This design comes from an exercise in tuning for small area and a short achievable clock period on the open sky130 flow, not from production work.
RTL that was checked went through simulation tests only; none was proved equivalent to the original.
Power and IR drop assume default switching activity.

## pelcod_packer
module pelcod_packer #(
    parameter RAW_MAX = 8
) (
    input  wire       clk,
    input  wire       rst,              
    input  wire [7:0] addr_i,           
    input  wire       sink_present_i,
    input  wire       cmd_valid,
    output wire       cmd_ready,
    input  wire [4:0] cmd_op,
    input  wire [31:0] cmd_arg,
    input  wire       raw_valid,
    output wire       raw_ready,
    input  wire [7:0] raw_data,
    input  wire       raw_last,
    input  wire       raw_none,
    output wire       snk_valid,
    input  wire       snk_ready,
    output wire [7:0] snk_data,
    output wire       snk_first,
    output wire       snk_last,
    output wire       snk_empty,
    input  wire       snk_done,
    input  wire       snk_fail,
    input  wire [7:0] snk_err,
    output wire       st_valid,
    output wire [2:0] st_code,
    output wire [7:0] st_err
);
For scale: roughly 850 cells after synthesis, roughly 130 flip-flops, about 97 I/O pins, roughly 6500 sq um of cells after synthesis.
export LEC_CHECK = 0
export ABC_AREA = 1
export CAP_MARGIN = 20
export CORE_MARGIN = 2
export CORE_UTILIZATION = 55
export CTS_BUF_LIST = sky130_fd_sc_hd__clkbuf_8
export SLEW_MARGIN = 20
create_clock -name core_clock -period 25.0 [get_ports {clk}]
standard.sh (not shown) runs the stock make flow with config.mk's settings and CLKGATE_MAP_FILE= SYNTH_SCRIPT=/design/flow/synth_recipe.tcl, a recipe that flattens the netlist after the stock synthesis.
==> flow/flow/run.sh <==
#!/bin/bash
# Standard layout with these changes:
#  - synthesis: no full/half-adder cell extraction, and abc maps with
#    flow/area.abc (flow/synth_pre.tcl); registers are unchanged;
#  - small port buffers instead of delay cells;
#  - timing repair aimed at a tighter setup slack than the 25 ns clock needs;
#  - clock tree without the dummy loads CTS adds for balancing.
set -e
export BUFFER_PORTS_ARGS="-buffer_cell sky130_fd_sc_hd__buf_2"
export SETUP_SLACK_MARGIN=19
export ADDER_MAP_FILE=
export CTS_ARGS="-sink_clustering_enable -repair_clock_nets -root_buf sky130_fd_sc_hd__clkbuf_16 -buf_list sky130_fd_sc_hd__clkbuf_4 -dont_use_dummy_load"
export FLOW_ABC_SCRIPT=$PWD/flow/area.abc
cat flow/synth_pre.tcl synth_recipe.tcl > synth_abc.tcl
sed "s#SYNTH_SCRIPT=[^ ]*#SYNTH_SCRIPT=$PWD/synth_abc.tcl#" standard.sh > standard_abc.sh
bash standard_abc.sh > standard.log 2>&1
==> flow/flow/area.abc <==
strash
&get -n
&fraig -x
&put
scorr
dc2
strash
&get -n
&dch -f
&nf
&put
strash
dch -f
amap
==> flow/flow/synth_pre.tcl <==
# Prepended to the standard flow's synthesis script: abc maps the combinational logic
# with flow/area.abc (area-oriented mapping) instead of the flow's
# abc_area.script.  abc sees only the combinational logic, so the
# registers stay as the standard synthesis makes them.
proc abc {args} {
  set a {}
  set skip 0
  foreach x $args {
    if { $skip } { set skip 0; continue }
    if { $x eq "-script" } { set skip 1; continue }
    lappend a $x
  }
  yosys abc -script $::env(FLOW_ABC_SCRIPT) {*}$a
}
==> next run, changes <==
--- a/flow/design.v
+++ b/flow/design.v
@@ -179,51 +179,29 @@
     generate
         for (g = 0; g < 4; g = g + 1) begin : g_dstr
             assign dstr[2*g]   = r[0] ? ring[8*(3+g) + 4] : ring[8*(4+g) + 4];
             assign dstr[2*g+1] = ring[8*(4+g) + 5];
         end
     endgenerate
-    function [7:0] dval;
-        input       hi;
-        input [7:0] s;
-        reg   [15:0] k;
-        reg          use_k;
-        begin
-            use_k = 1'b1;
-            k     = 16'd0;
-            if (op_s6) begin
-                if (hi ? op_d1s6 : op_d2s6) begin
-                    k = 16'h3F3F; use_k = sf;
-                end
-            end else if (op_preset) begin
-                k = 16'h00FF; use_k = sf;
-            end else if (op_posu) begin
-                k = 16'd35999; use_k = sf | cmpa;
-            end else if (op_zoomu) begin
-                k = 16'hFFFF; use_k = sf;
-            end else if (op_pan) begin
-                if (zf) k = 16'd0;
-                else begin k = 16'd35999; use_k = sf | cmpa; end
-            end else if (op_tilt && sgn) begin
-                if (zf) k = 16'd0;
-                else begin k = 16'd9000; use_k = sf | cmpa; end
-            end else if (op_tilt) begin
-                if (zf) k = 16'd0;
-                else if (sf) k = 16'd35999;
-                else if (lof) k = 16'd27000;
-                else if (cmpa) k = 16'd35999;
-                else if (!cmpb) k = 16'd27000;
-                else use_k = 1'b0;
-            end else if (op_zoom) begin
-                if (zf) k = 16'd0;
-                else begin k = 16'hFFFF; use_k = sf; end
-            end
-            dval = use_k ? (hi ? k[15:8] : k[7:0]) : s;
-        end
-    endfunction
-    wire [7:0] dv = dval(j[0], dstr);
+    wire tp   = op_tilt && !sgn;
+    wire useS = op_pan || op_posu || (op_tilt && sgn);    
+    wire zb   = zf || !(op_s6 || op_preset || op_posu || op_zoomu || op_float) ||
+                (op_s6 && !(j[0] ? op_d1s6 : op_d2s6));
+    wire k27  = tp && !sf && (lof || (!cmpa && !cmpb));
+    wire sat  = sf || lof || (useS && cmpa) || (tp && (cmpa || !cmpb));
+    reg  [15:0] kv;
+    always @(*) begin
+        if (op_s6)                      kv = 16'h3F3F;
+        else if (op_preset)             kv = 16'h00FF;
+        else if (op_zoomu || op_zoom)   kv = 16'hFFFF;
+        else if (op_tilt && sgn)        kv = 16'd9000;
+        else if (k27)                   kv = 16'd27000;
+        else                            kv = 16'd35999;
+    end
+    wire [7:0] kb = j[0] ? kv[15:8] : kv[7:0];
+    wire [7:0] dv = zb ? 8'h00 : sat ? kb : dstr;
     wire xfer = vq && snk_ready;
     reg  [7:0] nb;
     always @(*) begin
         nb = ring[7:0];
         if (!op_raw) begin
             case (j)
Outcome: Design area is lower by a few percent; clock-buffer cell count stays the same; wire length is lower by a few percent; worst setup slack stays flat; critical path depth is lower by 5; area after synthesis is lower by a few percent; die area is lower by a few percent; global-route usage is lower by 0.71 points; synthesized cell count is lower by a few percent; hold slack is about the same; via count is lower by a few percent; first-iteration DRC count is higher by about a fifth; total power is lower slightly.

* * *

Starting RTL as in the previous note.
Settings: LEC_CHECK=0, ABC_AREA=1, CAP_MARGIN=20, CORE_MARGIN=2, CORE_UTILIZATION=55, CTS_BUF_LIST=sky130_fd_sc_hd__clkbuf_8, SLEW_MARGIN=20; clock period 25.0 ns.
==> flow/flow/run.sh <==
#!/bin/bash
# Standard layout with these changes:
#  - synthesis: no full/half-adder cell extraction, and abc maps with
#    flow/area.abc (flow/synth_pre.tcl); registers are unchanged;
#  - small port buffers instead of delay cells;
#  - timing repair aimed at a tighter setup slack than the 25 ns clock needs.
set -e
export BUFFER_PORTS_ARGS="-buffer_cell sky130_fd_sc_hd__buf_1"
export SETUP_SLACK_MARGIN=19
export ADDER_MAP_FILE=
export FLOW_ABC_SCRIPT=$PWD/flow/area.abc
cat flow/synth_pre.tcl synth_recipe.tcl > synth_abc.tcl
sed "s#SYNTH_SCRIPT=[^ ]*#SYNTH_SCRIPT=$PWD/synth_abc.tcl#" standard.sh > standard_abc.sh
bash standard_abc.sh > standard.log 2>&1
Scripts as last shown in full above: flow/flow/area.abc, flow/flow/synth_pre.tcl
==> next run, changes <==
--- a/flow/design.v
+++ b/flow/design.v
@@ -51,30 +51,29 @@
 );
     reg        s_idle, s_dec, s_raw, s_chk, s_send, s_wait, s_stat;
     reg [63:0] ring;             
     reg [4:0]  op_q;
     reg [7:0]  addr_q;
     reg [7:0]  ck;               
     reg [7:0]  out_q;            
     reg [3:0]  j;                
     reg [2:0]  p;                
     reg        vq, f_first, f_last, f_empty, rr_q;
-    wire       ld;               
+    reg        ld;               
     reg        pre_q;            
     reg        acc_q;            
     reg        sact;             
     reg signed [5:0] r;          
     reg [1:0]  c1;
     reg        c2, cmpa, cmpb;
     reg        zf, sf, lof, sgn;
     assign cmd_ready = s_idle;
-    assign ld        = s_idle || s_stat;
     assign raw_ready = rr_q;
     assign st_valid  = s_stat;
     assign snk_valid = vq;
     assign snk_data  = out_q;
     assign st_err    = out_q;
     assign snk_first = f_first;
     assign snk_last  = f_last;
     assign snk_empty = f_empty;
     assign st_code   = {f_empty, f_last, f_first};
     wire op_s6     = (op_q >= 5'h01) && (op_q <= 5'h08);
@@ -402,30 +401,34 @@
                 vq <= 1'b0;
             end
         end
         if (s_wait) begin
             out_q   <= snk_fail ? snk_err : 8'd0;
             {f_empty, f_last, f_first} <= {snk_fail, 2'b00};
         end
         rr_q   <= (s_dec && op_raw) ||
                   (s_raw && !raw_end && ((j == 4'd0) || raw_fire || (p == 3'd0)));
         s_idle <= (s_idle && !cmd_valid) || s_stat;
+        ld     <= (s_idle && !cmd_valid) || s_stat ||
+                  (s_dec && (op_ill || (op_float && is_nan))) ||
+                  (s_chk && !sink_present_i) || (s_wait && snk_done);
         s_dec  <= s_idle && cmd_valid;
         s_raw  <= (s_dec && op_raw) || (s_raw && !raw_end);
         s_chk  <= (s_dec && !op_ill && !op_raw && !(op_float && is_nan)) || raw_end;
         s_send <= (s_chk && sink_present_i) || (s_send && !(xfer && f_last));
         s_wait <= (s_send && xfer && f_last) || (s_wait && !snk_done);
         s_stat <= (s_dec && (op_ill || (op_float && is_nan))) ||
                   (s_chk && !sink_present_i) || (s_wait && snk_done);
         if (rst) begin
             addr_q <= addr_i;
             s_idle <= 1'b1;
+            ld     <= 1'b1;
             s_dec  <= 1'b0;
             s_raw  <= 1'b0;
             s_chk  <= 1'b0;
             s_send <= 1'b0;
             s_wait <= 1'b0;
             s_stat <= 1'b0;
             rr_q   <= 1'b0;
             vq     <= 1'b0;
             pre_q  <= 1'b0;
             sact   <= 1'b0;
=> The changed run finished clean. Synthesized area increases slightly. Core utilization decreases by 2.1 points. Clock power decreases by a little under a tenth. Total power decreases by a few percent. Hold slack is about the same. Count of clock-buffer cells in the layout decreases by 2.
Only the layout flow was run in the second run of this note; the RTL was not checked for function there.

* * *

== run A ==
pelcod_packer again, from the RTL that the note above started with.
export LEC_CHECK = 0
export ABC_AREA = 1
export CAP_MARGIN = 20
export CORE_MARGIN = 2
export CORE_UTILIZATION = 55
export CTS_BUF_LIST = sky130_fd_sc_hd__clkbuf_8
export SLEW_MARGIN = 20
create_clock -name core_clock -period 25.0 [get_ports {clk}]
==> flow/flow/run.sh <==
#!/bin/bash
# Standard layout with these changes:
#  - synthesis: no full/half-adder cell extraction, and abc maps with
#    flow/area.abc (flow/synth_pre.tcl); registers are unchanged;
#  - small port buffers instead of delay cells;
#  - timing repair aimed at a tighter setup slack than the 25 ns clock needs;
#  - clock tree without the dummy loads CTS adds for balancing.
set -e
export BUFFER_PORTS_ARGS="-buffer_cell sky130_fd_sc_hd__buf_2"
export SETUP_SLACK_MARGIN=19
export ADDER_MAP_FILE=
export CTS_ARGS="-sink_clustering_enable -repair_clock_nets -buf_list sky130_fd_sc_hd__clkbuf_8 -dont_use_dummy_load"
export FLOW_ABC_SCRIPT=$PWD/flow/area.abc
cat flow/synth_pre.tcl synth_recipe.tcl > synth_abc.tcl
sed "s#SYNTH_SCRIPT=[^ ]*#SYNTH_SCRIPT=$PWD/synth_abc.tcl#" standard.sh > standard_abc.sh
bash standard_abc.sh > standard.log 2>&1
Scripts as last shown in full above: flow/flow/area.abc, flow/flow/synth_pre.tcl
#### Input delta (run B over run A)
--- a/flow/design.v
+++ b/flow/design.v
@@ -177,55 +177,33 @@
     wire al_d2 = (r[2:1] == {2{r[0]}}) && (r[3] != r[0]);
     wire [7:0] dstr;
     generate
         for (g = 0; g < 4; g = g + 1) begin : g_dstr
             assign dstr[2*g]   = r[0] ? ring[8*(3+g) + 4] : ring[8*(4+g) + 4];
             assign dstr[2*g+1] = ring[8*(4+g) + 5];
         end
     endgenerate
-    function [7:0] dval;
-        input       hi;
-        input [7:0] s;
-        reg   [15:0] k;
-        reg          use_k;
-        begin
-            use_k = 1'b1;
-            k     = 16'd0;
-            if (op_s6) begin
-                if (hi ? op_d1s6 : op_d2s6) begin
-                    k = 16'h3F3F; use_k = sf;
-                end
-            end else if (op_preset) begin
-                k = 16'h00FF; use_k = sf;
-            end else if (op_posu) begin
-                k = 16'd35999; use_k = sf | cmpa;
-            end else if (op_zoomu) begin
-                k = 16'hFFFF; use_k = sf;
-            end else if (op_pan) begin
-                if (zf) k = 16'd0;
-                else begin k = 16'd35999; use_k = sf | cmpa; end
-            end else if (op_tilt && sgn) begin
-                if (zf) k = 16'd0;
-                else begin k = 16'd9000; use_k = sf | cmpa; end
-            end else if (op_tilt) begin
-                if (zf) k = 16'd0;
-                else if (sf) k = 16'd35999;
-                else if (lof) k = 16'd27000;
-                else if (cmpa) k = 16'd35999;
-                else if (!cmpb) k = 16'd27000;
-                else use_k = 1'b0;
-            end else if (op_zoom) begin
-                if (zf) k = 16'd0;
-                else begin k = 16'hFFFF; use_k = sf; end
-            end
-            dval = use_k ? (hi ? k[15:8] : k[7:0]) : s;
-        end
-    endfunction
-    wire [7:0] dv = dval(j[0], dstr);
+    wire tp   = op_tilt && !sgn;
+    wire useS = op_pan || op_posu || (op_tilt && sgn);    
+    wire zb   = zf || !(op_s6 || op_preset || op_posu || op_zoomu || op_float) ||
+                (op_s6 && !(j[0] ? op_d1s6 : op_d2s6));
+    wire k27  = tp && !sf && (lof || (!cmpa && !cmpb));
+    wire sat  = sf || lof || (useS && cmpa) || (tp && (cmpa || !cmpb));
+    reg  [15:0] kv;
+    always @(*) begin
+        if (op_s6)                      kv = 16'h3F3F;
+        else if (op_preset)             kv = 16'h00FF;
+        else if (op_zoomu || op_zoom)   kv = 16'hFFFF;
+        else if (op_tilt && sgn)        kv = 16'd9000;
+        else if (k27)                   kv = 16'd27000;
+        else                            kv = 16'd35999;
+    end
+    wire [7:0] kb = j[0] ? kv[15:8] : kv[7:0];
+    wire [7:0] dv = zb ? 8'h00 : sat ? kb : dstr;
     wire xfer = vq && snk_ready;
     reg  [7:0] nb;
     always @(*) begin
         nb = ring[7:0];
         if (!op_raw) begin
             case (j)
                 4'd5: nb = c1b;
                 4'd4: nb = c2b;
Looking at launching instance or port of the critical path, the f_empty$_DFFE_PP_ result is from run A; the out_q[4]$_DFF_P_ one comes from run B.
Wire length: run B vs run A down 1.9%
Run B vs run A — initial DRC count rose about 10%.
Taking run A as the reference, in run B synthesized area per cell went up, flip-flop and latch count essentially unchanged, number of hold buffers added after cts held steady.
Summary — sequential share of layout area, run B relative to run A: higher, by 0.98 points.
As far as number of buffers inserted to repair setup after CTS goes, run B and run A are indistinguishable; the numbers are identical.
met2 wire length of run B falls short of that of run A by a few percent.

* * *

pelcod_packer, a different RTL version from the one above (not shown whole).
For scale: about 830 cells after synthesis, roughly 97 I/O pins.
Settings: LEC_CHECK=0, ABC_AREA=1, CAP_MARGIN=20, CORE_MARGIN=2, CORE_UTILIZATION=55, CTS_BUF_LIST=sky130_fd_sc_hd__clkbuf_8, SLEW_MARGIN=20; clock period 25.0 ns.
==> flow/flow/run.sh <==
#!/bin/bash
# Standard layout with these changes:
#  - synthesis: no full/half-adder cell extraction, and abc maps with
#    flow/area.abc (flow/synth_pre.tcl); registers are unchanged;
#  - small port buffers instead of delay cells;
#  - timing repair aimed at a tighter setup slack than the 25 ns clock needs.
set -e
export BUFFER_PORTS_ARGS="-buffer_cell sky130_fd_sc_hd__buf_2"
export SETUP_SLACK_MARGIN=19
export ADDER_MAP_FILE=
export FLOW_ABC_SCRIPT=$PWD/flow/area.abc
cat flow/synth_pre.tcl synth_recipe.tcl > synth_abc.tcl
sed "s#SYNTH_SCRIPT=[^ ]*#SYNTH_SCRIPT=$PWD/synth_abc.tcl#" standard.sh > standard_abc.sh
bash standard_abc.sh > standard.log 2>&1
Scripts as last shown in full above: flow/flow/area.abc, flow/flow/synth_pre.tcl
Edit:
--- a/flow/design.v
+++ b/flow/design.v
@@ -54,23 +54,24 @@
     reg [4:0]  op_q;
     reg [7:0]  addr_q;
     reg [7:0]  ck;               
     reg [7:0]  out_q;            
     reg [3:0]  j;                
     reg [2:0]  p;                
     reg        vq, f_first, f_last, f_empty, rr_q;
-    reg        ld;               
+    wire       ld;               
     reg        pre_q;            
     reg        acc_q;            
-    reg        sact, sdone;
+    reg        sact;             
     reg signed [5:0] r;          
     reg [1:0]  c1;
     reg        c2, cmpa, cmpb;
     reg        zf, sf, lof, sgn;
     assign cmd_ready = s_idle;
+    assign ld        = s_idle || s_stat;
     assign raw_ready = rr_q;
     assign st_valid  = s_stat;
     assign snk_valid = vq;
     assign snk_data  = out_q;
     assign st_err    = out_q;
     assign snk_first = f_first;
     assign snk_last  = f_last;
@@ -233,16 +234,16 @@
                 default: nb = ck;
             endcase
         end
     end
     wire load  = pre_q && (!vq || snk_ready);
     wire acc_n = load && !op_raw && (j >= 4'd2) && (j <= 4'd5);
     wire [2:0] p_n     = (s_chk && !op_raw) ? 3'd1 : p + 3'd1;
-    wire       sdone_n = (sact && s_last) || sdone;
-    wire [5:0] r_n     = (sact || sdone) ? r - 6'sd2 : r;
+    wire       sdone_n = !sact || s_last;
+    wire [5:0] r_n     = r - 6'sd2;
     wire al_d1_n = (r_n[3:1] == {3{r_n[0]}});
     wire al_d2_n = (r_n[2:1] == {2{r_n[0]}}) && (r_n[3] != r_n[0]);
     wire [2:0] pj   = p + j[2:0];
     wire       d1ok = sdone_n && (op_s6 ? al_d2_n : al_d1_n);
     wire       d2ok = sdone_n && al_d2_n;
     wire       pace = (p_n == 3'd6);
     wire pre_l = op_raw ? ((j >= 4'd2) && (pj == 3'd0)) :
@@ -305,33 +306,29 @@
         if (acc_q)
             ck <= ck + out_q;
         if (ld) begin
             op_q <= cmd_op;
             ck   <= addr_q;
             sact <= 1'b0;
         end
+        c1 <= c1n;
+        c2 <= c2n;
+        r  <= r - 6'sd2;
         if (sact) begin
-            c1   <= c1n;
-            c2   <= c2n;
             cmpa <= cmpa_n;
             cmpb <= cmpb_n;
-            if (s_last) begin
-                sact  <= 1'b0;
-                sdone <= 1'b1;
-            end
+            if (s_last)
+                sact <= 1'b0;
         end
-        if (sact || sdone)
-            r <= r - 6'sd2;
         if (s_dec) begin
             c1   <= {1'b0, op_zoom && !lo16nz};
             c2   <= op_tilt && !ad[31];
             cmpa <= 1'b1;
             cmpb <= 1'b1;
             sgn  <= ad[31];
-            sdone <= 1'b0;
             sact  <= !op_ill && !op_raw && !(op_float && is_nan);
             if ((op_pan || op_tilt) && win_pt)
                 r <= r_pt;
             else if (op_zoom && win_z)
                 r <= r_z;
             else
                 r <= 6'sd0;
@@ -356,23 +353,21 @@
                     sf  <= (ex <= 8'd118);
                     lof <= (ex >= 8'd134);
                 end
             end else if (op_zoom) begin
                 zf <= ad[31] || (ex <= 8'd109);
                 sf <= !ad[31] && (ex >= 8'd127);
             end
-            if (op_ill) begin
+            out_q <= 8'd0;
+            if (op_ill)
                 {f_empty, f_last, f_first} <= 3'd1;
-                out_q   <= 8'd0;
-            end else if (op_raw) begin
+            else if (op_raw)
                 j <= 4'd0;
-            end else if (op_float && is_nan) begin
+            else if (op_float && is_nan)
                 {f_empty, f_last, f_first} <= 3'd2;
-                out_q   <= 8'd0;
-            end
         end
         if (s_raw) begin
             if (j == 4'd0)
                 out_q <= raw_data;           
             if (raw_fire) begin
                 if (raw_none)
                     j <= 4'd0;
@@ -410,35 +405,30 @@
         if (s_wait) begin
             out_q   <= snk_fail ? snk_err : 8'd0;
             {f_empty, f_last, f_first} <= {snk_fail, 2'b00};
         end
         rr_q   <= (s_dec && op_raw) ||
                   (s_raw && !raw_end && ((j == 4'd0) || raw_fire || (p == 3'd0)));
         s_idle <= (s_idle && !cmd_valid) || s_stat;
-        ld     <= (s_idle && !cmd_valid) || s_stat ||
-                  (s_dec && (op_ill || (op_float && is_nan))) ||
-                  (s_chk && !sink_present_i) || (s_wait && snk_done);
         s_dec  <= s_idle && cmd_valid;
         s_raw  <= (s_dec && op_raw) || (s_raw && !raw_end);
         s_chk  <= (s_dec && !op_ill && !op_raw && !(op_float && is_nan)) || raw_end;
         s_send <= (s_chk && sink_present_i) || (s_send && !(xfer && f_last));
         s_wait <= (s_send && xfer && f_last) || (s_wait && !snk_done);
         s_stat <= (s_dec && (op_ill || (op_float && is_nan))) ||
                   (s_chk && !sink_present_i) || (s_wait && snk_done);
         if (rst) begin
             addr_q <= addr_i;
             s_idle <= 1'b1;
-            ld     <= 1'b1;
             s_dec  <= 1'b0;
             s_raw  <= 1'b0;
             s_chk  <= 1'b0;
             s_send <= 1'b0;
             s_wait <= 1'b0;
             s_stat <= 1'b0;
             rr_q   <= 1'b0;
             vq     <= 1'b0;
             pre_q  <= 1'b0;
             sact   <= 1'b0;
-            sdone  <= 1'b0;
         end
     end
 endmodule
After rerunning:
- synthesized cell count increases by 2.2%
- via count increases by 0.57%
- setup slack loses 3.3 ps
- wire length increases by 0.30%
- power decreases by 0.53%
- global-route usage increases by 0.66 points
- clock-buffer cell count increases by 1
- utilization increases by 1.2 points
- cell count increases by 1.1%
- design area decreases by 1.6%
- maximum frequency is about the same

-- separate check: timing with driven ports --
The results above use ideal ports. As a check the final layouts listed here were re-extracted and re-timed, cells and wires unchanged.
Step 1 (the two cells are an assumption about what drives the block):
set clk [get_ports {clk}]
set_driving_cell -lib_cell sky130_fd_sc_hd__clkbuf_16 $clk
set_driving_cell -lib_cell sky130_fd_sc_hd__buf_2 [delete_from_list [all_inputs] $clk]
Step 2 adds t to the input delays and takes it off the output delays; t is the mean of the earliest and latest rising clock arrival at the registers after step 1. Input paths then give back, and output paths get back, about the clock's delay inside the block.
a / b / c = ideal ports / drivers / drivers and shift; a / b = the first two.
run	shift t [ns]	slack for setup (ns)	worst slew at a driven data input, ns
the first run of note 1	0.401	19.028 / 19.003 / 18.647	0.04
the second run of note 1	0.411	19.029 / 18.985 / 18.708	0.04
the first run of note 2	0.506	19.000 / 18.960 / 18.663	0.05
the second run of note 2	0.492	18.977 / 18.940 / 18.594	0.04
run A	0.473	19.026 / 18.986 / 18.666	0.04
run B	0.486	19.009 / 18.970 / 18.684	0.04
the first run of note 4	0.487	19.012 / 18.976 / 18.702	0.04
the second run of note 4	0.484	19.009 / 18.969 / 18.642	0.04
After both steps every run listed still meets setup and hold. The setup slack of the second run of note 2, which loses most, moves by -0.037 ns with the drivers and by -0.383 ns with both steps.
